Context: an optimization exercise on an open-source flow, tuned for small area, a short achievable clock period and few clock cycles. The choices shown serve that exercise and are no tape-out recipe. In this exercise RTL edits were held to simulation tests only and were not proved equivalent to the original. Power figures rest on the tool's default switching activity, not on a simulated workload.

**flow/flow/run.sh**
```bash
#!/bin/bash
# The standard layout (standard.sh), with two changes to how it is made:
# timing repair aims well below the 14 ns clock (the clock period and the
# constraints stay the design's; only the repair target moves), and the
# port buffers are the smallest buffer cell.
set -euo pipefail
bash standard.sh SETUP_SLACK_MARGIN=8.5 TNS_END_PERCENT=100 \
    'BUFFER_PORTS_ARGS=-buffer_cell sky130_fd_sc_hd__buf_1' finish > standard_finish.log 2>&1
```
**flow/standard.sh**
```bash
#!/bin/bash
# synth_recipe.tcl (not shown) runs the flow's synth.tcl, then flattens the netlist and writes it again
# the make line also repeats each setting of config.mk as NAME=value (left out here)
make -C /OpenROAD-flow-scripts/flow DESIGN_CONFIG=/design/flow/config.mk WORK_HOME=/design/flow/orfs CLKGATE_MAP_FILE= SYNTH_SCRIPT=/design/flow/synth_recipe.tcl "${@:-finish}"
```
**flow/config.mk**
```make
export PLATFORM = sky130hd
export DESIGN_NAME = can_codec
export DESIGN_NICKNAME = can_codec
export VERILOG_FILES = /design/flow/design.v
export SDC_FILE = /design/flow/constraint.sdc
export NUM_CORES = 4
export LEC_CHECK = 0
export ABC_AREA = 1
export CAP_MARGIN = 20
export CORE_MARGIN = 2
export CORE_UTILIZATION = 40
export SLEW_MARGIN = 20
export SYNTH_HIERARCHICAL = 1
```
**flow/constraint.sdc**
```tcl
create_clock -name core_clock -period 14.0 [get_ports {clk}]
set_input_delay 2.8000 -clock core_clock [delete_from_list [all_inputs] [get_ports {clk}]]
set_output_delay 2.8000 -clock core_clock [all_outputs]
set_load 0.01 [all_outputs]
```
**flow/design.v**
```verilog
module can_codec (
    input  wire        clk,
    input  wire        rst,           
    input  wire        cmd_valid,
    input  wire [63:0] cmd_word,
    output wire        cmd_ready,
    input  wire        rx_load,
    input  wire [31:0] rx_id,
    input  wire [7:0]  rx_len,
    input  wire [63:0] rx_data,       
    output wire [7:0]  proto,
    output reg         txv,
    output wire [31:0] txf_id,
    output wire [7:0]  txf_len,
    output wire [63:0] txf_data,
    output reg  [31:0] rxf_id,
    output reg  [7:0]  rxf_len,
    output reg  [63:0] rxf_data,
    output wire [7:0]  meas_addr,
    output wire [31:0] meas_v,
    output wire [31:0] meas_i,
    output wire [31:0] meas_t,
    output wire [31:0] meas_s,
    output wire [31:0] meas_c,
    output wire [7:0]  meas_p,
    output wire [7:0]  status
);
    localparam [3:0] ST_IDLE = 4'h0, ST_FRAME = 4'h1, ST_UNSUPPORTED = 4'h2,
                     ST_SELECT_OK = 4'h3, ST_SELECT_REJ = 4'h4, ST_OK = 4'h5,
                     ST_UNKNOWN = 4'h6, ST_INVALID = 4'h7, ST_ILLEGAL = 4'h8;
    localparam integer STEPS = 7;     
    function [7:0] dstep125;    
        input [7:0] t;
        begin
            case (t)
                8'd0: dstep125 = {1'b0, 7'd0};
                8'd1: dstep125 = {1'b0, 7'd1};
                8'd2: dstep125 = {1'b0, 7'd2};
                8'd3: dstep125 = {1'b0, 7'd3};
                8'd4: dstep125 = {1'b0, 7'd4};
                8'd5: dstep125 = {1'b0, 7'd5};
                8'd6: dstep125 = {1'b0, 7'd6};
                8'd7: dstep125 = {1'b0, 7'd7};
                8'd8: dstep125 = {1'b0, 7'd8};
                8'd9: dstep125 = {1'b0, 7'd9};
                8'd10: dstep125 = {1'b0, 7'd10};
                8'd11: dstep125 = {1'b0, 7'd11};
                8'd12: dstep125 = {1'b0, 7'd12};
                8'd13: dstep125 = {1'b0, 7'd13};
                8'd14: dstep125 = {1'b0, 7'd14};
                8'd15: dstep125 = {1'b0, 7'd15};
                8'd16: dstep125 = {1'b0, 7'd16};
                8'd17: dstep125 = {1'b0, 7'd17};
                8'd18: dstep125 = {1'b0, 7'd18};
                8'd19: dstep125 = {1'b0, 7'd19};
                8'd20: dstep125 = {1'b0, 7'd20};
                8'd21: dstep125 = {1'b0, 7'd21};
                8'd22: dstep125 = {1'b0, 7'd22};
                8'd23: dstep125 = {1'b0, 7'd23};
                8'd24: dstep125 = {1'b0, 7'd24};
                8'd25: dstep125 = {1'b0, 7'd25};
                8'd26: dstep125 = {1'b0, 7'd26};
                8'd27: dstep125 = {1'b0, 7'd27};
                8'd28: dstep125 = {1'b0, 7'd28};
                8'd29: dstep125 = {1'b0, 7'd29};
                8'd30: dstep125 = {1'b0, 7'd30};
                8'd31: dstep125 = {1'b0, 7'd31};
                8'd32: dstep125 = {1'b0, 7'd32};
                8'd33: dstep125 = {1'b0, 7'd33};
                8'd34: dstep125 = {1'b0, 7'd34};
                8'd35: dstep125 = {1'b0, 7'd35};
                8'd36: dstep125 = {1'b0, 7'd36};
                8'd37: dstep125 = {1'b0, 7'd37};
                8'd38: dstep125 = {1'b0, 7'd38};
                8'd39: dstep125 = {1'b0, 7'd39};
                8'd40: dstep125 = {1'b0, 7'd40};
                8'd41: dstep125 = {1'b0, 7'd41};
                8'd42: dstep125 = {1'b0, 7'd42};
                8'd43: dstep125 = {1'b0, 7'd43};
                8'd44: dstep125 = {1'b0, 7'd44};
                8'd45: dstep125 = {1'b0, 7'd45};
                8'd46: dstep125 = {1'b0, 7'd46};
                8'd47: dstep125 = {1'b0, 7'd47};
                8'd48: dstep125 = {1'b0, 7'd48};
                8'd49: dstep125 = {1'b0, 7'd49};
                8'd50: dstep125 = {1'b0, 7'd50};
                8'd51: dstep125 = {1'b0, 7'd51};
                8'd52: dstep125 = {1'b0, 7'd52};
                8'd53: dstep125 = {1'b0, 7'd53};
                8'd54: dstep125 = {1'b0, 7'd54};
                8'd55: dstep125 = {1'b0, 7'd55};
                8'd56: dstep125 = {1'b0, 7'd56};
                8'd57: dstep125 = {1'b0, 7'd57};
                8'd58: dstep125 = {1'b0, 7'd58};
                8'd59: dstep125 = {1'b0, 7'd59};
                8'd60: dstep125 = {1'b0, 7'd60};
                8'd61: dstep125 = {1'b0, 7'd61};
                8'd62: dstep125 = {1'b0, 7'd62};
                8'd63: dstep125 = {1'b0, 7'd63};
                8'd64: dstep125 = {1'b0, 7'd64};
                8'd65: dstep125 = {1'b0, 7'd65};
                8'd66: dstep125 = {1'b0, 7'd66};
                8'd67: dstep125 = {1'b0, 7'd67};
                8'd68: dstep125 = {1'b0, 7'd68};
                8'd69: dstep125 = {1'b0, 7'd69};
                8'd70: dstep125 = {1'b0, 7'd70};
                8'd71: dstep125 = {1'b0, 7'd71};
                8'd72: dstep125 = {1'b0, 7'd72};
                8'd73: dstep125 = {1'b0, 7'd73};
                8'd74: dstep125 = {1'b0, 7'd74};
                8'd75: dstep125 = {1'b0, 7'd75};
                8'd76: dstep125 = {1'b0, 7'd76};
                8'd77: dstep125 = {1'b0, 7'd77};
                8'd78: dstep125 = {1'b0, 7'd78};
                8'd79: dstep125 = {1'b0, 7'd79};
                8'd80: dstep125 = {1'b0, 7'd80};
                8'd81: dstep125 = {1'b0, 7'd81};
                8'd82: dstep125 = {1'b0, 7'd82};
                8'd83: dstep125 = {1'b0, 7'd83};
                8'd84: dstep125 = {1'b0, 7'd84};
                8'd85: dstep125 = {1'b0, 7'd85};
                8'd86: dstep125 = {1'b0, 7'd86};
                8'd87: dstep125 = {1'b0, 7'd87};
                8'd88: dstep125 = {1'b0, 7'd88};
                8'd89: dstep125 = {1'b0, 7'd89};
                8'd90: dstep125 = {1'b0, 7'd90};
                8'd91: dstep125 = {1'b0, 7'd91};
                8'd92: dstep125 = {1'b0, 7'd92};
                8'd93: dstep125 = {1'b0, 7'd93};
                8'd94: dstep125 = {1'b0, 7'd94};
                8'd95: dstep125 = {1'b0, 7'd95};
                8'd96: dstep125 = {1'b0, 7'd96};
                8'd97: dstep125 = {1'b0, 7'd97};
                8'd98: dstep125 = {1'b0, 7'd98};
                8'd99: dstep125 = {1'b0, 7'd99};
                8'd100: dstep125 = {1'b0, 7'd100};
                8'd101: dstep125 = {1'b0, 7'd101};
                8'd102: dstep125 = {1'b0, 7'd102};
                8'd103: dstep125 = {1'b0, 7'd103};
                8'd104: dstep125 = {1'b0, 7'd104};
                8'd105: dstep125 = {1'b0, 7'd105};
                8'd106: dstep125 = {1'b0, 7'd106};
                8'd107: dstep125 = {1'b0, 7'd107};
                8'd108: dstep125 = {1'b0, 7'd108};
                8'd109: dstep125 = {1'b0, 7'd109};
                8'd110: dstep125 = {1'b0, 7'd110};
                8'd111: dstep125 = {1'b0, 7'd111};
                8'd112: dstep125 = {1'b0, 7'd112};
                8'd113: dstep125 = {1'b0, 7'd113};
                8'd114: dstep125 = {1'b0, 7'd114};
                8'd115: dstep125 = {1'b0, 7'd115};
                8'd116: dstep125 = {1'b0, 7'd116};
                8'd117: dstep125 = {1'b0, 7'd117};
                8'd118: dstep125 = {1'b0, 7'd118};
                8'd119: dstep125 = {1'b0, 7'd119};
                8'd120: dstep125 = {1'b0, 7'd120};
                8'd121: dstep125 = {1'b0, 7'd121};
                8'd122: dstep125 = {1'b0, 7'd122};
                8'd123: dstep125 = {1'b0, 7'd123};
                8'd124: dstep125 = {1'b0, 7'd124};
                8'd125: dstep125 = {1'b1, 7'd0};
                8'd126: dstep125 = {1'b1, 7'd1};
                8'd127: dstep125 = {1'b1, 7'd2};
                8'd128: dstep125 = {1'b1, 7'd3};
                8'd129: dstep125 = {1'b1, 7'd4};
                8'd130: dstep125 = {1'b1, 7'd5};
                8'd131: dstep125 = {1'b1, 7'd6};
                8'd132: dstep125 = {1'b1, 7'd7};
                8'd133: dstep125 = {1'b1, 7'd8};
                8'd134: dstep125 = {1'b1, 7'd9};
                8'd135: dstep125 = {1'b1, 7'd10};
                8'd136: dstep125 = {1'b1, 7'd11};
                8'd137: dstep125 = {1'b1, 7'd12};
                8'd138: dstep125 = {1'b1, 7'd13};
                8'd139: dstep125 = {1'b1, 7'd14};
                8'd140: dstep125 = {1'b1, 7'd15};
                8'd141: dstep125 = {1'b1, 7'd16};
                8'd142: dstep125 = {1'b1, 7'd17};
                8'd143: dstep125 = {1'b1, 7'd18};
                8'd144: dstep125 = {1'b1, 7'd19};
                8'd145: dstep125 = {1'b1, 7'd20};
                8'd146: dstep125 = {1'b1, 7'd21};
                8'd147: dstep125 = {1'b1, 7'd22};
                8'd148: dstep125 = {1'b1, 7'd23};
                8'd149: dstep125 = {1'b1, 7'd24};
                8'd150: dstep125 = {1'b1, 7'd25};
                8'd151: dstep125 = {1'b1, 7'd26};
                8'd152: dstep125 = {1'b1, 7'd27};
                8'd153: dstep125 = {1'b1, 7'd28};
                8'd154: dstep125 = {1'b1, 7'd29};
                8'd155: dstep125 = {1'b1, 7'd30};
                8'd156: dstep125 = {1'b1, 7'd31};
                8'd157: dstep125 = {1'b1, 7'd32};
                8'd158: dstep125 = {1'b1, 7'd33};
                8'd159: dstep125 = {1'b1, 7'd34};
                8'd160: dstep125 = {1'b1, 7'd35};
                8'd161: dstep125 = {1'b1, 7'd36};
                8'd162: dstep125 = {1'b1, 7'd37};
                8'd163: dstep125 = {1'b1, 7'd38};
                8'd164: dstep125 = {1'b1, 7'd39};
                8'd165: dstep125 = {1'b1, 7'd40};
                8'd166: dstep125 = {1'b1, 7'd41};
                8'd167: dstep125 = {1'b1, 7'd42};
                8'd168: dstep125 = {1'b1, 7'd43};
                8'd169: dstep125 = {1'b1, 7'd44};
                8'd170: dstep125 = {1'b1, 7'd45};
                8'd171: dstep125 = {1'b1, 7'd46};
                8'd172: dstep125 = {1'b1, 7'd47};
                8'd173: dstep125 = {1'b1, 7'd48};
                8'd174: dstep125 = {1'b1, 7'd49};
                8'd175: dstep125 = {1'b1, 7'd50};
                8'd176: dstep125 = {1'b1, 7'd51};
                8'd177: dstep125 = {1'b1, 7'd52};
                8'd178: dstep125 = {1'b1, 7'd53};
                8'd179: dstep125 = {1'b1, 7'd54};
                8'd180: dstep125 = {1'b1, 7'd55};
                8'd181: dstep125 = {1'b1, 7'd56};
                8'd182: dstep125 = {1'b1, 7'd57};
                8'd183: dstep125 = {1'b1, 7'd58};
                8'd184: dstep125 = {1'b1, 7'd59};
                8'd185: dstep125 = {1'b1, 7'd60};
                8'd186: dstep125 = {1'b1, 7'd61};
                8'd187: dstep125 = {1'b1, 7'd62};
                8'd188: dstep125 = {1'b1, 7'd63};
                8'd189: dstep125 = {1'b1, 7'd64};
                8'd190: dstep125 = {1'b1, 7'd65};
                8'd191: dstep125 = {1'b1, 7'd66};
                8'd192: dstep125 = {1'b1, 7'd67};
                8'd193: dstep125 = {1'b1, 7'd68};
                8'd194: dstep125 = {1'b1, 7'd69};
                8'd195: dstep125 = {1'b1, 7'd70};
                8'd196: dstep125 = {1'b1, 7'd71};
                8'd197: dstep125 = {1'b1, 7'd72};
                8'd198: dstep125 = {1'b1, 7'd73};
                8'd199: dstep125 = {1'b1, 7'd74};
                8'd200: dstep125 = {1'b1, 7'd75};
                8'd201: dstep125 = {1'b1, 7'd76};
                8'd202: dstep125 = {1'b1, 7'd77};
                8'd203: dstep125 = {1'b1, 7'd78};
                8'd204: dstep125 = {1'b1, 7'd79};
                8'd205: dstep125 = {1'b1, 7'd80};
                8'd206: dstep125 = {1'b1, 7'd81};
                8'd207: dstep125 = {1'b1, 7'd82};
                8'd208: dstep125 = {1'b1, 7'd83};
                8'd209: dstep125 = {1'b1, 7'd84};
                8'd210: dstep125 = {1'b1, 7'd85};
                8'd211: dstep125 = {1'b1, 7'd86};
                8'd212: dstep125 = {1'b1, 7'd87};
                8'd213: dstep125 = {1'b1, 7'd88};
                8'd214: dstep125 = {1'b1, 7'd89};
                8'd215: dstep125 = {1'b1, 7'd90};
                8'd216: dstep125 = {1'b1, 7'd91};
                8'd217: dstep125 = {1'b1, 7'd92};
                8'd218: dstep125 = {1'b1, 7'd93};
                8'd219: dstep125 = {1'b1, 7'd94};
                8'd220: dstep125 = {1'b1, 7'd95};
                8'd221: dstep125 = {1'b1, 7'd96};
                8'd222: dstep125 = {1'b1, 7'd97};
                8'd223: dstep125 = {1'b1, 7'd98};
                8'd224: dstep125 = {1'b1, 7'd99};
                8'd225: dstep125 = {1'b1, 7'd100};
                8'd226: dstep125 = {1'b1, 7'd101};
                8'd227: dstep125 = {1'b1, 7'd102};
                8'd228: dstep125 = {1'b1, 7'd103};
                8'd229: dstep125 = {1'b1, 7'd104};
                8'd230: dstep125 = {1'b1, 7'd105};
                8'd231: dstep125 = {1'b1, 7'd106};
                8'd232: dstep125 = {1'b1, 7'd107};
                8'd233: dstep125 = {1'b1, 7'd108};
                8'd234: dstep125 = {1'b1, 7'd109};
                8'd235: dstep125 = {1'b1, 7'd110};
                8'd236: dstep125 = {1'b1, 7'd111};
                8'd237: dstep125 = {1'b1, 7'd112};
                8'd238: dstep125 = {1'b1, 7'd113};
                8'd239: dstep125 = {1'b1, 7'd114};
                8'd240: dstep125 = {1'b1, 7'd115};
                8'd241: dstep125 = {1'b1, 7'd116};
                8'd242: dstep125 = {1'b1, 7'd117};
                8'd243: dstep125 = {1'b1, 7'd118};
                8'd244: dstep125 = {1'b1, 7'd119};
                8'd245: dstep125 = {1'b1, 7'd120};
                8'd246: dstep125 = {1'b1, 7'd121};
                8'd247: dstep125 = {1'b1, 7'd122};
                8'd248: dstep125 = {1'b1, 7'd123};
                8'd249: dstep125 = {1'b1, 7'd124};
                8'd250: dstep125 = {1'b1, 7'd125};
                8'd251: dstep125 = {1'b1, 7'd126};
                8'd252: dstep125 = {1'b1, 7'd127};
                8'd253: dstep125 = {1'b1, 7'd0};
                8'd254: dstep125 = {1'b1, 7'd1};
                8'd255: dstep125 = {1'b1, 7'd2};
                default: dstep125 = 8'd0;
            endcase
        end
    endfunction
    function [5:0] dstep25;    
        input [5:0] t;
        begin
            case (t)
                6'd0: dstep25 = {1'b0, 5'd0};
                6'd1: dstep25 = {1'b0, 5'd1};
                6'd2: dstep25 = {1'b0, 5'd2};
                6'd3: dstep25 = {1'b0, 5'd3};
                6'd4: dstep25 = {1'b0, 5'd4};
                6'd5: dstep25 = {1'b0, 5'd5};
                6'd6: dstep25 = {1'b0, 5'd6};
                6'd7: dstep25 = {1'b0, 5'd7};
                6'd8: dstep25 = {1'b0, 5'd8};
                6'd9: dstep25 = {1'b0, 5'd9};
                6'd10: dstep25 = {1'b0, 5'd10};
                6'd11: dstep25 = {1'b0, 5'd11};
                6'd12: dstep25 = {1'b0, 5'd12};
                6'd13: dstep25 = {1'b0, 5'd13};
                6'd14: dstep25 = {1'b0, 5'd14};
                6'd15: dstep25 = {1'b0, 5'd15};
                6'd16: dstep25 = {1'b0, 5'd16};
                6'd17: dstep25 = {1'b0, 5'd17};
                6'd18: dstep25 = {1'b0, 5'd18};
                6'd19: dstep25 = {1'b0, 5'd19};
                6'd20: dstep25 = {1'b0, 5'd20};
                6'd21: dstep25 = {1'b0, 5'd21};
                6'd22: dstep25 = {1'b0, 5'd22};
                6'd23: dstep25 = {1'b0, 5'd23};
                6'd24: dstep25 = {1'b0, 5'd24};
                6'd25: dstep25 = {1'b1, 5'd0};
                6'd26: dstep25 = {1'b1, 5'd1};
                6'd27: dstep25 = {1'b1, 5'd2};
                6'd28: dstep25 = {1'b1, 5'd3};
                6'd29: dstep25 = {1'b1, 5'd4};
                6'd30: dstep25 = {1'b1, 5'd5};
                6'd31: dstep25 = {1'b1, 5'd6};
                6'd32: dstep25 = {1'b1, 5'd7};
                6'd33: dstep25 = {1'b1, 5'd8};
                6'd34: dstep25 = {1'b1, 5'd9};
                6'd35: dstep25 = {1'b1, 5'd10};
                6'd36: dstep25 = {1'b1, 5'd11};
                6'd37: dstep25 = {1'b1, 5'd12};
                6'd38: dstep25 = {1'b1, 5'd13};
                6'd39: dstep25 = {1'b1, 5'd14};
                6'd40: dstep25 = {1'b1, 5'd15};
                6'd41: dstep25 = {1'b1, 5'd16};
                6'd42: dstep25 = {1'b1, 5'd17};
                6'd43: dstep25 = {1'b1, 5'd18};
                6'd44: dstep25 = {1'b1, 5'd19};
                6'd45: dstep25 = {1'b1, 5'd20};
                6'd46: dstep25 = {1'b1, 5'd21};
                6'd47: dstep25 = {1'b1, 5'd22};
                6'd48: dstep25 = {1'b1, 5'd23};
                6'd49: dstep25 = {1'b1, 5'd24};
                6'd50: dstep25 = {1'b1, 5'd25};
                6'd51: dstep25 = {1'b1, 5'd26};
                6'd52: dstep25 = {1'b1, 5'd27};
                6'd53: dstep25 = {1'b1, 5'd28};
                6'd54: dstep25 = {1'b1, 5'd29};
                6'd55: dstep25 = {1'b1, 5'd30};
                6'd56: dstep25 = {1'b1, 5'd31};
                6'd57: dstep25 = {1'b1, 5'd0};
                6'd58: dstep25 = {1'b1, 5'd1};
                6'd59: dstep25 = {1'b1, 5'd2};
                6'd60: dstep25 = {1'b1, 5'd3};
                6'd61: dstep25 = {1'b1, 5'd4};
                6'd62: dstep25 = {1'b1, 5'd5};
                6'd63: dstep25 = {1'b1, 5'd6};
                default: dstep25 = 6'd0;
            endcase
        end
    endfunction
    function [3:0] dstep5;    
        input [3:0] t;
        begin
            case (t)
                4'd0: dstep5 = {1'b0, 3'd0};
                4'd1: dstep5 = {1'b0, 3'd1};
                4'd2: dstep5 = {1'b0, 3'd2};
                4'd3: dstep5 = {1'b0, 3'd3};
                4'd4: dstep5 = {1'b0, 3'd4};
                4'd5: dstep5 = {1'b1, 3'd0};
                4'd6: dstep5 = {1'b1, 3'd1};
                4'd7: dstep5 = {1'b1, 3'd2};
                4'd8: dstep5 = {1'b1, 3'd3};
                4'd9: dstep5 = {1'b1, 3'd4};
                4'd10: dstep5 = {1'b1, 3'd5};
                4'd11: dstep5 = {1'b1, 3'd6};
                4'd12: dstep5 = {1'b1, 3'd7};
                4'd13: dstep5 = {1'b1, 3'd0};
                4'd14: dstep5 = {1'b1, 3'd1};
                4'd15: dstep5 = {1'b1, 3'd2};
                default: dstep5 = 4'd0;
            endcase
        end
    endfunction
    localparam [2:0]   NCYC  = 3'd3;  
    reg        proto_b;               
    reg  [3:0] st;                    
    reg        p_wait;                
    reg  [1:0] s_ph;                  
    reg        sp_hi;                 
    reg        tx_on;                 
    reg        tx_p;                  
    reg  [3:0] tx_k;                  
    reg  [6:0] tx_a;                  
    reg [31:0] tx_body;               
    reg  [5:0] m_p;                   
    reg  [6:0] m_a;
    reg [31:0] m_val;                 
    reg        m_inc;
    reg        dv_ok;                 
    reg  [2:0] dv_cnt;                
    reg  [1:0] dv_d;                  
    reg        dv_t;                  
    reg        dv_neg;                
    reg        dv_z;                  
    reg  [1:0] dv_qh;                 
    reg  [4:0] ld_lz;
    reg        fd_t;                  
    reg  [1:0] fd_d;                  
    reg  [4:0] dv_lz;                 
    reg  [6:0] dv_r;                  
    reg [31:0] dv_q;                  
    assign cmd_ready = !(p_wait || s_ph != 2'd0);
    assign proto     = {7'd0, proto_b};
    assign status    = {4'd0, st};
    wire       acc    = cmd_ready;
    wire       cmd    = acc && cmd_valid;
    wire       load   = acc && rx_load;
    wire [7:0] op     = cmd_word[7:0];
    wire [6:0] a7     = cmd_word[14:8];
    wire [7:0] tag    = cmd_word[23:16];
    wire [31:0] value = cmd_word[63:32];
    wire tx_req = (tx_k < 4'd5);
    reg [15:0] code_b;
    reg [7:0]  code_a;
    always @(*) begin
        case (tx_k)
            4'd0: begin code_a = 8'h62; code_b = 16'h0101; end
            4'd1: begin code_a = 8'h30; code_b = 16'h0102; end
            4'd2: begin code_a = 8'h31; code_b = 16'h0103; end
            4'd3: begin code_a = 8'h32; code_b = 16'h0104; end
            4'd4: begin code_a = 8'h33; code_b = 16'h0105; end
            4'd5: begin code_a = 8'h40; code_b = 16'h0201; end
            4'd6: begin code_a = 8'h41; code_b = 16'h0202; end
            4'd7: begin code_a = 8'h42; code_b = 16'h0203; end
            default: begin code_a = 8'h43; code_b = 16'h0204; end
        endcase
    end
    assign txf_len  = {4'd0, tx_on, 3'd0};
    assign txf_id   = !tx_on ? 32'd0 :
                      tx_p ? (tx_req ? 32'h8180_0000 : 32'h8180_0400) | ({25'd0, tx_a} << 11)
                           : (tx_req ? 32'h8240_0000 : 32'h8240_2000) | ({25'd0, tx_a} << 14);
    assign txf_data[31:0]  = tx_body;
    assign txf_data[63:32] = !tx_on ? 32'd0 :
                             tx_p ? {8'hA5, 8'h5A, code_b} : {8'h12, code_a, 16'h0000};
    assign meas_addr = {1'b0, m_a};
    can_codec_meas u_meas (
        .m_val(m_val), .m_inc(m_inc), .m_p(m_p[5:1]),
        .meas_v(meas_v), .meas_i(meas_i), .meas_t(meas_t), .meas_s(meas_s), .meas_c(meas_c)
    );
    assign meas_p = {2'b00, m_p};
    reg  [3:0] e_k;
    always @(*) begin
        case (op[3:0])
            4'h2: e_k = 4'd0;  4'h3: e_k = 4'd1;  4'h4: e_k = 4'd2;
            4'h5: e_k = 4'd3;  4'h6: e_k = 4'd4;  4'h7: e_k = 4'd5;
            4'h8: e_k = 4'd6;  4'h9, 4'hA, 4'hB: e_k = 4'd7;
            default: e_k = 4'd8;
        endcase
    end
    reg [31:0] e_body;
    always @(*) begin
        case (op[3:0])
            4'h7, 4'h8: e_body = a_body;          
            4'h9:       e_body = 32'h0000_0001;
            4'hA:       e_body = 32'h0000_0002;
            4'hC:       e_body = proto_b ? 32'h55 : 32'h01;
            4'hD:       e_body = proto_b ? 32'hAA : 32'h00;
            default:    e_body = 32'd0;
        endcase
    end
    wire        a_m1000 = !proto_b && (op[3:0] == 4'h7);
    wire [7:0]  a_exp   = value[30:23];
    wire [23:0] a_mt    = {1'b1, value[22:0]};
    wire        a_hi    = a_m1000 ? (a_mt >= 24'd8589935) : (a_mt >= 24'd10737419);
    wire [8:0]  a_rs    = {1'b0, a_m1000 ? 8'd148 : 8'd151} - {1'b0, a_exp} - {8'd0, a_hi};
    wire        a_ok    = !value[31] && (a_rs <= 9'd33);
    wire [31:0] a_body  = {a_ok, a_rs[5:0], 2'b00, value[22:0]};
    wire        m1000  = !tx_p && (tx_k == 4'd5);   
    wire [34:0] v_m    = {11'd0, 1'b1, tx_body[22:0]};
    wire [34:0] sp_a   = v_m << 10;
    wire [34:0] sp_b   = m1000 ? ~(v_m << 4) : ~(v_m << 8);
    wire [34:0] sp_c   = m1000 ? ~(v_m << 3) : (v_m << 5);
    wire [34:0] sp_k   = (m1000 ? 35'd2 : 35'd1) + (sp_hi ? 35'd512 : 35'd256);
    wire [34:0] sp_s1  = sp_a ^ sp_b ^ sp_c;
    wire [34:0] sp_c1  = {(sp_a[33:0] & sp_b[33:0]) | (sp_a[33:0] & sp_c[33:0]) |
                          (sp_b[33:0] & sp_c[33:0]), 1'b0};
    wire [34:0] sp_s2  = sp_s1 ^ sp_c1 ^ sp_k;
    wire [34:0] sp_c2  = {(sp_s1[33:0] & sp_c1[33:0]) | (sp_s1[33:0] & sp_k[33:0]) |
                          (sp_c1[33:0] & sp_k[33:0]), 1'b0};
    wire [34:0] sp     = sp_s2 + sp_c2;
    wire        sp_tie = sp_hi ? (sp[9:0] == 10'd0) : (sp[8:0] == 9'd0);
    wire [24:0] sp_mr  = sp_hi ? {sp[34:11], sp[10] & !sp_tie} : {sp[33:10], sp[9] & !sp_tie};
    wire [31:0] sp_h1  = {tx_body[31:25], sp_mr};
    wire        sp_ov  = tx_body[24];
    wire [5:0]  sp_rs  = tx_body[30:25];
    wire [31:0] sp_x   = sp_ov ? 32'h8000_0000 : {2'b01, tx_body[22:0], 7'd0};
    wire        sp_v   = tx_body[31] && !sp_rs[5] && !(sp_ov && sp_rs == 6'd0);
    wire        d_match = proto_b ? ((rxf_id & 32'h9FFC_0000) == 32'h8180_0000)
                                  : ((rxf_id & 32'h9FE0_0000) == 32'h8240_0000);
    wire        d_valid = d_match && (rxf_len == 8'd8);
    wire [6:0]  d_addr  = proto_b ? rxf_id[17:11] : rxf_id[20:14];
    wire [7:0]  ca = rxf_data[55:48];
    wire [15:0] cb = rxf_data[47:32];
    wire f_v = proto_b ? (cb == 16'h0101) : (ca == 8'h62);
    wire f_i = proto_b ? (cb == 16'h0102) : (ca == 8'h30);
    wire f_t = proto_b ? (cb == 16'h0103) : (ca == 8'h31);
    wire f_s = proto_b ? (cb == 16'h0104) : (ca == 8'h32);
    wire f_c = proto_b ? (cb == 16'h0105) : (ca == 8'h33);
    wire [2:0] d_f = f_v ? 3'd1 : f_i ? 3'd2 : f_t ? 3'd3 : f_s ? 3'd4 : f_c ? 3'd5 : 3'd0;
    wire [5:0] d_p = {f_c, f_s, f_t, f_i, f_v, 1'b1};
    wire [31:0] raw = rxf_data[31:0];
    wire        sh_sp = (s_ph == 2'd2);
    wire [4:0]  l_lz, i_lz;
    wire        n_t, i_t, i_neg;
    wire [1:0]  n_d, i_d, i_qh;
    wire [31:0] nn;
    wire [38:0] i_rq;                 
    can_codec_init u_init (
        .rx_data(rx_data), .rxf_data(rxf_data), .proto_b(proto_b), .tag0(tag[0]),
        .load(load), .from_rx(dv_ok), .ld_lz(ld_lz), .fd_t(fd_t), .fd_d(fd_d),
        .sh_sp(sh_sp), .sp_x(sp_x), .sp_rs(sp_rs[4:0]),
        .l_lz(l_lz), .n_t(n_t), .n_d(n_d), .i_lz(i_lz), .i_t(i_t), .i_d(i_d),
        .i_neg(i_neg), .nn(nn), .i_qh(i_qh), .i_rq(i_rq)
    );
    reg  [31:0] sp_y;
    integer     k;
    always @(*)
        for (k = 0; k < 32; k = k + 1)
            sp_y[k] = nn[31-k];
    wire [31:0] sp_h2  = sp_v ? sp_y : 32'd0;
    reg  [6:0]  c125, t125;
    reg  [4:0]  c25, t25;
    reg  [2:0]  c5, t5;
    reg  [STEPS-1:0] q125, q25, q5;
    reg  [7:0]  o125;
    reg  [5:0]  o25;
    reg  [3:0]  o5;
    integer j;
    always @(*) begin
        c125 = dv_r;
        c25  = dv_r[4:0];
        c5   = dv_r[2:0];
        t125 = 7'd0; t25 = 5'd0; t5 = 3'd0;
        for (j = 0; j < STEPS; j = j + 1) begin
            o125 = dstep125({c125, dv_q[31-j]});
            o25  = dstep25({c25, dv_q[31-j]});
            o5   = dstep5({c5, dv_q[31-j]});
            c125 = o125[6:0];  q125[STEPS-1-j] = o125[7];
            c25  = o25[4:0];   q25[STEPS-1-j]  = o25[5];
            c5   = o5[2:0];    q5[STEPS-1-j]   = o5[3];
            if (j == 4) begin
                t125 = c125; t25 = c25; t5 = c5;
            end
        end
    end
    wire [STEPS-1:0] s_b = (dv_d == 2'd0) ? q125 : (dv_d == 2'd1) ? q25 : q5;
    wire [6:0]  s_r   = (dv_d == 2'd0) ? c125 : (dv_d == 2'd1) ? {2'd0, c25} : {4'd0, c5};
    wire [31:0] s_q   = {dv_q[31-STEPS:0], s_b};
    wire [6:0]  R     = (dv_d == 2'd0) ? t125 : (dv_d == 2'd1) ? {2'd0, t25} : {4'd0, t5};
    wire [31:0] QL    = {dv_q[26:0], s_b[STEPS-1:STEPS-5]};
    wire [25:0] Q     = QL[25:0];
    wire [5:0]  L     = QL[31:26];
    wire        q_hi  = Q[25];
    wire [22:0] q_m   = q_hi ? Q[24:2] : Q[23:1];
    wire        q_g   = q_hi ? Q[1] : Q[0];
    wire        q_st  = (q_hi & Q[0]) | (R != 7'd0) | (L != 6'd0);
    wire        q_up  = q_g & (q_st | q_m[0]);
    wire [7:0]  q_adj = (dv_d == 2'd0) ? 8'd148 : (dv_d == 2'd1) ? 8'd151 : 8'd154;
    wire [7:0]  q_e   = q_adj + {7'd0, q_hi} - {3'd0, dv_lz};
    wire [31:0] q_fl  = dv_z ? 32'd0 : {1'b0, q_e, q_m};
    wire [27:0] tq    = (dv_d == 2'd0) ? {5'd0, Q[25:3]} : {dv_qh, Q};
    wire        t_e   = (dv_d == 2'd0) ? (Q[2:0] == 3'd7 && R == 7'd124)
                                       : (L[5] && R == 7'd4);
    wire [31:0] q_tm  = {32{dv_neg}} ^ {4'd0, tq};
    wire [31:0] q_res = dv_t ? q_tm : q_fl;
    wire        q_inc = dv_t ? (dv_neg && !t_e) : (q_up && !dv_z);
    wire        dv_fin = dv_ok && (dv_cnt == 3'd0);
    always @(posedge clk) begin
        if (rst) begin
            proto_b <= 1'b0;
            st      <= ST_IDLE;
            p_wait  <= 1'b0;
            s_ph    <= 2'd0;
            txv     <= 1'b0;
            tx_on   <= 1'b0;
            tx_p    <= 1'b0;
            tx_k    <= 4'd0;
            tx_a    <= 7'd0;
            tx_body <= 32'd0;
            m_p     <= 6'd0;
            m_a     <= 7'd0;
            rxf_id  <= 32'd0;
            rxf_len <= 8'd0;
            rxf_data <= 64'd0;
            dv_ok   <= 1'b0;
            ld_lz   <= 5'd0;
            fd_t    <= 1'b0;
            fd_d    <= 2'd0;
        end else begin
            if (load || (!dv_ok && !sh_sp)) begin
                dv_ok  <= dv_ok || !load;
                dv_cnt <= NCYC;
                dv_d   <= i_d;
                dv_t   <= i_t;
                dv_neg <= i_neg;
                dv_z   <= !nn[31];
                dv_lz  <= i_lz;
                dv_qh  <= i_qh;
                dv_r   <= i_rq[38:32];
                dv_q   <= i_rq[31:0];
            end else if (dv_cnt != 3'd0) begin
                dv_cnt <= dv_cnt - 3'd1;
                dv_r   <= s_r;
                dv_q   <= s_q;
            end
            if (s_ph == 2'd1) begin
                s_ph    <= 2'd2;
                tx_body <= sp_h1;
            end
            if (s_ph == 2'd2) begin
                s_ph    <= 2'd0;
                tx_body <= sp_h2;
            end
            if (p_wait && dv_fin) begin
                p_wait <= 1'b0;
                st     <= ST_OK;
                m_p    <= d_p;
                m_a    <= d_addr;
                m_val  <= q_res;
                m_inc  <= q_inc;
            end
            if (load) begin
                rxf_id   <= rx_id;
                rxf_len  <= rx_len;
                rxf_data <= rx_data;
                ld_lz    <= l_lz;
                fd_t     <= n_t;
                fd_d     <= n_d;
            end
            if (cmd) begin
                case (op)
                    8'h01: begin
                        if (tag[7:1] == 7'd0) begin
                            proto_b <= tag[0];
                            st      <= ST_SELECT_OK;
                            dv_ok   <= 1'b0;
                            fd_t    <= n_t;
                            fd_d    <= n_d;
                        end else begin
                            st      <= ST_SELECT_REJ;
                        end
                    end
                    8'h02, 8'h03, 8'h04, 8'h05, 8'h06, 8'h07, 8'h08,
                    8'h09, 8'h0A, 8'h0C, 8'h0D: begin
                        tx_on   <= 1'b1;
                        tx_p    <= proto_b;
                        tx_k    <= e_k;
                        tx_a    <= a7;
                        tx_body <= e_body;
                        txv     <= 1'b1;
                        st      <= ST_FRAME;
                        s_ph    <= {1'b0, (op[3:1] == 3'b011) || (op[3:0] == 4'h8)};
                        sp_hi   <= a_hi;
                    end
                    8'h0B: begin
                        if (proto_b) begin
                            tx_on   <= 1'b1;
                            tx_p    <= 1'b1;
                            tx_k    <= 4'd7;
                            tx_a    <= a7;
                            tx_body <= 32'd0;
                            txv     <= 1'b1;
                            st      <= ST_FRAME;
                        end else begin
                            txv     <= 1'b0;
                            st      <= ST_UNSUPPORTED;
                        end
                    end
                    8'h0E: begin
                        m_p <= 6'd0;
                        m_a <= 7'd0;
                        if (!d_valid) begin
                            st <= ST_INVALID;
                        end else begin
                            if (!proto_b)
                                rxf_data[47:32] <= 16'h0000;
                            if (d_f == 3'd0) begin
                                st <= ST_UNKNOWN;
                            end else if (f_s) begin
                                st    <= ST_OK;
                                m_p   <= 6'h11;
                                m_a   <= d_addr;
                                m_val <= raw;
                                m_inc <= 1'b0;
                            end else if (dv_fin) begin
                                st    <= ST_OK;
                                m_p   <= d_p;
                                m_a   <= d_addr;
                                m_val <= q_res;
                                m_inc <= q_inc;
                            end else begin
                                p_wait <= 1'b1;
                            end
                        end
                    end
                    default: st <= ST_ILLEGAL;
                endcase
            end
        end
    end
endmodule
module can_codec_meas (
    input  wire [31:0] m_val,
    input  wire        m_inc,
    input  wire [4:0]  m_p,
    output wire [31:0] meas_v,
    output wire [31:0] meas_i,
    output wire [31:0] meas_t,
    output wire [31:0] meas_s,
    output wire [31:0] meas_c
);
    wire [31:0] m_out = m_val + {31'd0, m_inc};
    assign meas_v = m_p[0] ? m_out : 32'd0;
    assign meas_i = m_p[1] ? m_out : 32'd0;
    assign meas_t = m_p[2] ? m_out : 32'd0;
    assign meas_s = m_p[3] ? m_out : 32'd0;
    assign meas_c = m_p[4] ? m_out : 32'd0;
endmodule
module can_codec_init (
    input  wire [63:0] rx_data,
    input  wire [63:0] rxf_data,
    input  wire        proto_b,
    input  wire        tag0,
    input  wire        load,
    input  wire        from_rx,         
    input  wire [4:0]  ld_lz,
    input  wire        fd_t,
    input  wire [1:0]  fd_d,
    input  wire        sh_sp,
    input  wire [31:0] sp_x,
    input  wire [4:0]  sp_rs,
    output wire [4:0]  l_lz,
    output wire        n_t,
    output wire [1:0]  n_d,
    output wire [4:0]  i_lz,
    output wire        i_t,
    output wire [1:0]  i_d,
    output wire        i_neg,
    output reg  [31:0] nn,
    output wire [1:0]  i_qh,
    output reg  [38:0] i_rq
);
    wire [31:0] lx  = rx_data[31:0];
    wire        lz4 = (lx[31:16] == 16'd0);
    wire [15:0] ly1 = lz4 ? lx[15:0] : lx[31:16];
    wire        lz3 = (ly1[15:8] == 8'd0);
    wire [7:0]  ly2 = lz3 ? ly1[7:0] : ly1[15:8];
    wire        lz2 = (ly2[7:4] == 4'd0);
    wire [3:0]  ly3 = lz2 ? ly2[3:0] : ly2[7:4];
    wire        lz1 = (ly3[3:2] == 2'd0);
    wire [1:0]  ly4 = lz1 ? ly3[1:0] : ly3[3:2];
    assign l_lz = {lz4, lz3, lz2, lz1, !ly4[1]};
    wire        n_p  = load ? proto_b : tag0;
    wire [7:0]  n_ca = load ? rx_data[55:48] : rxf_data[55:48];
    wire [15:0] n_cb = load ? rx_data[47:32] : rxf_data[47:32];
    assign n_t = n_p ? (n_cb == 16'h0103) : (n_ca == 8'h31);
    wire        n_c  = n_p ? (n_cb == 16'h0105) : (n_ca == 8'h33);
    assign n_d = !n_p ? 2'd0 : (n_t || n_c) ? 2'd2 : 2'd1;
    wire        r_t  = proto_b ? (rx_data[47:32] == 16'h0103) : (rx_data[55:48] == 8'h31);
    wire        r_c  = proto_b ? (rx_data[47:32] == 16'h0105) : (rx_data[55:48] == 8'h33);
    wire [1:0]  r_d  = !proto_b ? 2'd0 : (r_t || r_c) ? 2'd2 : 2'd1;
    wire [31:0] i_raw  = from_rx ? rx_data[31:0] : rxf_data[31:0];
    assign i_lz = from_rx ? l_lz : ld_lz;
    assign i_t = from_rx ? r_t : fd_t;
    assign i_d = from_rx ? r_d : fd_d;
    assign i_neg = i_t && i_raw[31];
    wire [4:0]  nz     = sh_sp ? sp_rs[4:0] : i_t ? 5'd0 : i_lz;
    integer     k;
    always @(*) begin
        for (k = 0; k < 32; k = k + 1)
            nn[k] = sh_sp ? sp_x[31-k] : (i_raw[k] ^ i_neg);
        if (nz[4]) nn = {nn[15:0], 16'd0};
        if (nz[3]) nn = {nn[23:0], 8'd0};
        if (nz[2]) nn = {nn[27:0], 4'd0};
        if (nz[1]) nn = {nn[29:0], 2'd0};
        if (nz[0]) nn = {nn[30:0], 1'b0};
    end
    wire [31:0] i_x   = nn;
    wire [4:0]  i_th  = i_raw[31:27] ^ {5{i_neg}};
    reg  [1:0]  qh;
    reg  [2:0]  i_rh;
    always @(*) begin
        case (i_th)
            5'd0, 5'd1, 5'd2, 5'd3, 5'd4:      begin qh = 2'd0; i_rh = i_th[2:0]; end
            5'd5, 5'd6, 5'd7, 5'd8, 5'd9:      begin qh = 2'd1; i_rh = i_th[2:0] - 3'd5; end
            5'd10, 5'd11, 5'd12, 5'd13, 5'd14: begin qh = 2'd2; i_rh = i_th[2:0] - 3'd2; end
            default:                           begin qh = 2'd3; i_rh = i_th[2:0] - 3'd7; end
        endcase
    end
    assign i_qh = qh;
    always @(*) begin
        case ({i_t, i_d})
            3'b000, 3'b100: i_rq = {1'd0, i_x, 6'd0};           
            3'b001:         i_rq = {3'd0, i_x, 4'd0};           
            3'b110:         i_rq = {4'd0, i_rh, i_x[26:0], 5'd0};  
            default:        i_rq = {5'd0, i_x, 2'd0};           
        endcase
    end
endmodule
```
==> summary.txt <==
Pwr
  • Leakage power: 0.0165 uW
  • Design Power: about 5700 uW
  • Max VDD drop: ~0.14 mV
  • Power per Cell Area: 154 nW/um^2

Placement
  • Placed cell area: 33000 um^2
  • Place WS: about 6300 ps
  • Hpwl dp: 91800 um
  • GP Congestion: 0.959
  • PortBufs: 512

Clocking
  • CTS Hold Buffers Added: 0
  • CTS tree: built
  • H-tree depth: 2
  • Worst skew pair latency: roughly 600 ps
  • Clock sinks: 295
  • Largest buffer count on any clock path: 3
  • Clk slew on worst S/H paths: approximately 60 ps
  • Total CTS buffers: 36
  • Root cell of the clock tree: clkbuf_16

Global route
  • Gr ovfl total: 0
  • Initial antenna violation count: 7
  • Vias in the first global route: 31600
  • Global-route usage over all layers: between 20% and 30%
  • First-pass GRT wire length: 183000 um
  • Largest net degree at the start of global routing: 90

Route
  • Via count: 35700
  • Iteration-0 DRC Markers: approximately 3900
  • Via density: approximately 5.5
  • Routed wire per std cell: 19.0 um
  • Final wirelength: 123000 um
  • Routed Antenna Nets: 0
  • Pre-Repair DR Iteration Count: 8
  • # DRC: 0

Setup path
  • Slowest CP cell: o21ai_4
  • FF-to-FF path depth: 32
  • Critical Path AT: 6490 ps
  • WP data required: around 14000 ps
  • Setup crit start kind: input port
  • Endpoint type of the worst setup path: register
  • CP peak stage delay: 290 ps
  • Max FO, Critical Path: 7
  • Setup CP Type: in -> reg

Synthesis
  • Post-synthesis instance area: roughly 31000 um^2
  • Post-synth EDFFs: 88
  • Synth Warn #: 8
  • Most common flop cell mapped by yosys: dfxtp_1
  • Asr flop ratio synth: 0%
  • Yosys cell types: 78
  • Post-synthesis sequential area ratio: 22.2%
  • Synth Instances: 4986
  • Post-synthesis register bit count: 295
  • Avg Inst Size Synth: 6.12 um^2

STA
  • Worst Skew: 36.6 ps
  • Max Slew Vio Count: 0
  • Max frequency: 0.166 GHz
  • Slew @ Worst Pin: 1110 ps
  • Worst slew margin: 25.5%
  • Min cycle time layout: 6040 ps
  • Final-report setup violation count: 0
  • RSZ-0062 raised after global routing: true
  • Final Cycle Share: 43.1%
  • Final worst slack: 7960 ps
  • Final Hold Vio Count: 0
  • Final setup TNS: 0 ps

Flow run
  • MaxCap Viol Count: 0

Status
  • Status: timing/DRC/antenna clean

Cells and area
  • Design area: 37300 um^2
  • Fillers: 7943
  • Layout cells sized above 1: between 10% and 20%
  • Area Growth Syn to Fin: 22.3%
  • Nets@finish: 5852

Floorplanning
  • Starting Density: 40.3%
  • Row count: 101
  • Die Width: 280 um
  • Core area: roughly 76000 um^2
  • IO Pins: 574
  • Die ar.: 78600 um^2
  • Die H: around 280 um

Min path
  • Worst hold-check path type: reg -> reg
  • Hold-critical path depth: 2
==> routing by layer <==
layer	up-vias	share of wire, %	track usage [%]
met5	-	0.043	0
met4	8	3.1	8.30
met3	260	8.6	5.11
met2	1511	46	47.9
met1	16600	42	39.9
li1	17300	-	-
==> kinds of logic (layout without fill, tap and decap cells) <==
logic type	count (synthesis)	count (layout)	share of synthesized area, %
xor gates and xnor gates	53	53	1.52
and+or+nand+nor	2720	2730	39.6
muxes	3	3	0.0983
DFF	295	295	22.2
adders and majority gates	193	193	8.55
buffers and inverters	836	1293	11.7
other	2	65	0.0246
AOI/OAI and AO/OA	884	886	16.3
==> final cells by class <==
class | count | area (um^2) | area share (%)
diodes | 3 | 7.51 | 0.0201
clock buffers | 46 | 970 | 2.60
clock inverters | 20 | 262 | 0.700
inverters | 547 | 2110 | 5.64
multi-input cells | 3927 | 22400 | 60.0
flip-flops and latches | 295 | 6790 | 18.2
well taps | 978 | 1220 | 3.28
repair buffers | 676 | 3570 | 9.56
repair inverters | 4 | 22.5 | 0.0603
==> cell usage in the layout (no fill, tap or decap), types with 25 or more instances in the layout <==
cell | synthesis | routed
o21ai_2 | 12 | 35
fa_1 | 26 | 25
buf_1 | 10 | 488
nand2_4 | 22 | 60
a21oi_2 | 2 | 28
nor2_2 | 20 | 34
edfxtp_1 | 88 | 88
buf_6 | 11 | 29
clkbuf_16 | 0 | 38
nand3_2 | 18 | 65
ha_1 | 167 | 152
inv_2 | 45 | 50
conb_1 | 2 | 62
nand3_1 | 476 | 419
a21oi_1 | 301 | 271
or2_2 | 46 | 43
nand4_1 | 66 | 66
nand2_2 | 54 | 171
o211ai_1 | 50 | 50
nor3_1 | 47 | 41
dfxtp_1 | 207 | 206
inv_1 | 491 | 474
nor2_4 | 22 | 40
o21ai_0 | 362 | 333
o21ai_1 | 31 | 33
nor2_1 | 545 | 513
xor2_1 | 27 | 25
nand2_1 | 1319 | 1163
buf_4 | 79 | 135
==> flip-flops by register name, indices dropped and copies added (netlist names), 2 cells and up, named ones only <==
name and flops:
rxf_data 64, dv_q 32, m_val 32, rxf_id 32, tx_body 32, rxf_len 8, dv_r 7, m_a 7
tx_a 7, m_p 6, dv_lz 5, ld_lz 5, st 4, tx_k 4, dv_cnt 3, dv_d 2
dv_qh 2, fd_d 2, s_ph 2
==> cells in the mapped netlist, types with 10 or more instances <==
cell | instances | area [um^2]
edfxtp_1 | 88 | 2640
ha_1 | 167 | 2090
a21oi_1 | 301 | 1510
nor2_2 | 20 | 125
o31ai_1 | 11 | 82.6
o211ai_1 | 50 | 375
nand2_1 | 1319 | 4950
nand2_2 | 54 | 338
nor4_1 | 21 | 131
a31oi_1 | 11 | 68.8
dfxtp_1 | 207 | 4140
buf_6 | 11 | 124
clkbuf_1 | 167 | 627
inv_1 | 491 | 1840
and2_1 | 29 | 181
buf_2 | 21 | 105
buf_1 | 10 | 37.5
nor2_4 | 22 | 248
inv_2 | 45 | 169
a221oi_1 | 13 | 114
buf_4 | 79 | 593
o21ai_1 | 31 | 155
nand3_2 | 18 | 180
nor2_1 | 545 | 2050
xor2_1 | 27 | 236
nand4_1 | 66 | 413
nand3_1 | 476 | 2380
nand2_4 | 22 | 248
o22ai_1 | 18 | 113
nor3_1 | 47 | 235
o21ai_2 | 12 | 105
or2_2 | 46 | 288
fa_1 | 26 | 521
o21ai_0 | 362 | 1810
xnor2_1 | 26 | 228
==> critical path: cells and delay by family <==
kind	cells	cell delay (ps)
adder cells (fa/ha/maj)	1	170
AND/OR/NAND/NOR	26	2820
buffers and inverters	3	370
AO/OA/AOI/OAI	1	290
==> stage by stage <==
| stage | hold slack [ps] | cells | util, % |
|---|---|---|---|
| 3_5_place_dp | 450 | 6278 | 43.5 |
| 3_3_place_gp | 447 | 6278 | 43.5 |
| 4_1_cts | 459 | 6438 | 47.4 |
| 6_report | 464 | 6496 | 49.3 |
| 2_1_floorplan | 440 | 5046 | - |
| 5_1_grt | 481 | 6496 | 49.3 |
==> path summary, 6_finish.rpt <==
kind          startpoint        to  slack (ps)
min reg2reg     ld_lz[3]  ld_lz[3]         460
max          rx_data[22]  register        7960
min             ld_lz[3]  ld_lz[3]         460
max reg2reg     dv_q[30]  register        8360
==> report_power, final <==
group	internal (uW)	total, uW	switching (uW)
Sequential	967	1050	85.0
Clock	589	1020	427
Combinational	1230	3680	2440
Total	2790	5740	2950
==> modules after synthesis, one instance, submodules excluded <==
module	cells	flip-flops and latches	cell area, um^2	times used
can_codec	3444	295	23400	1
can_codec_init	1143	0	5450	1
can_codec_meas	399	0	1650	1
==> what timing repair did <==
item                       4_1_cts  5_1_grt
setup endpoints to repair      165      128
gates cloned                    19        3
setup buffers                   75       51
resized for setup              241      275
pin swaps                      111      129
Testbench counts, summed over its fixed seeds: cycles 18,623.

-- port drivers added, routing unchanged --
No port has a modelled driver above. Below, the same layout with a new extraction and two added sets of constraints. Step 1, drivers: a clkbuf_16 drives clk and a buf_2 each remaining input, both assumed. Step 2 adds t to the input delays and takes it off the output delays; t is the mean of the earliest and latest rising clock arrival at the registers after step 1. Input paths then give back, and output paths get back, about the clock's delay inside the block. a / b / c = ideal / step 1 / step 2; a / b = the first two.
t, ns: 0.625
setup slack, ns: 7.963 / 7.973 / 7.349
hold WS [ns]: 0.464 / 0.464 / 0.464
latest minus earliest clock arrival (ns): 0.040 / 0.039
After both steps setup and hold are still met in this run. For this run, drivers alone change the setup slack by +0.010 ns; drivers and shift together by -0.614 ns.
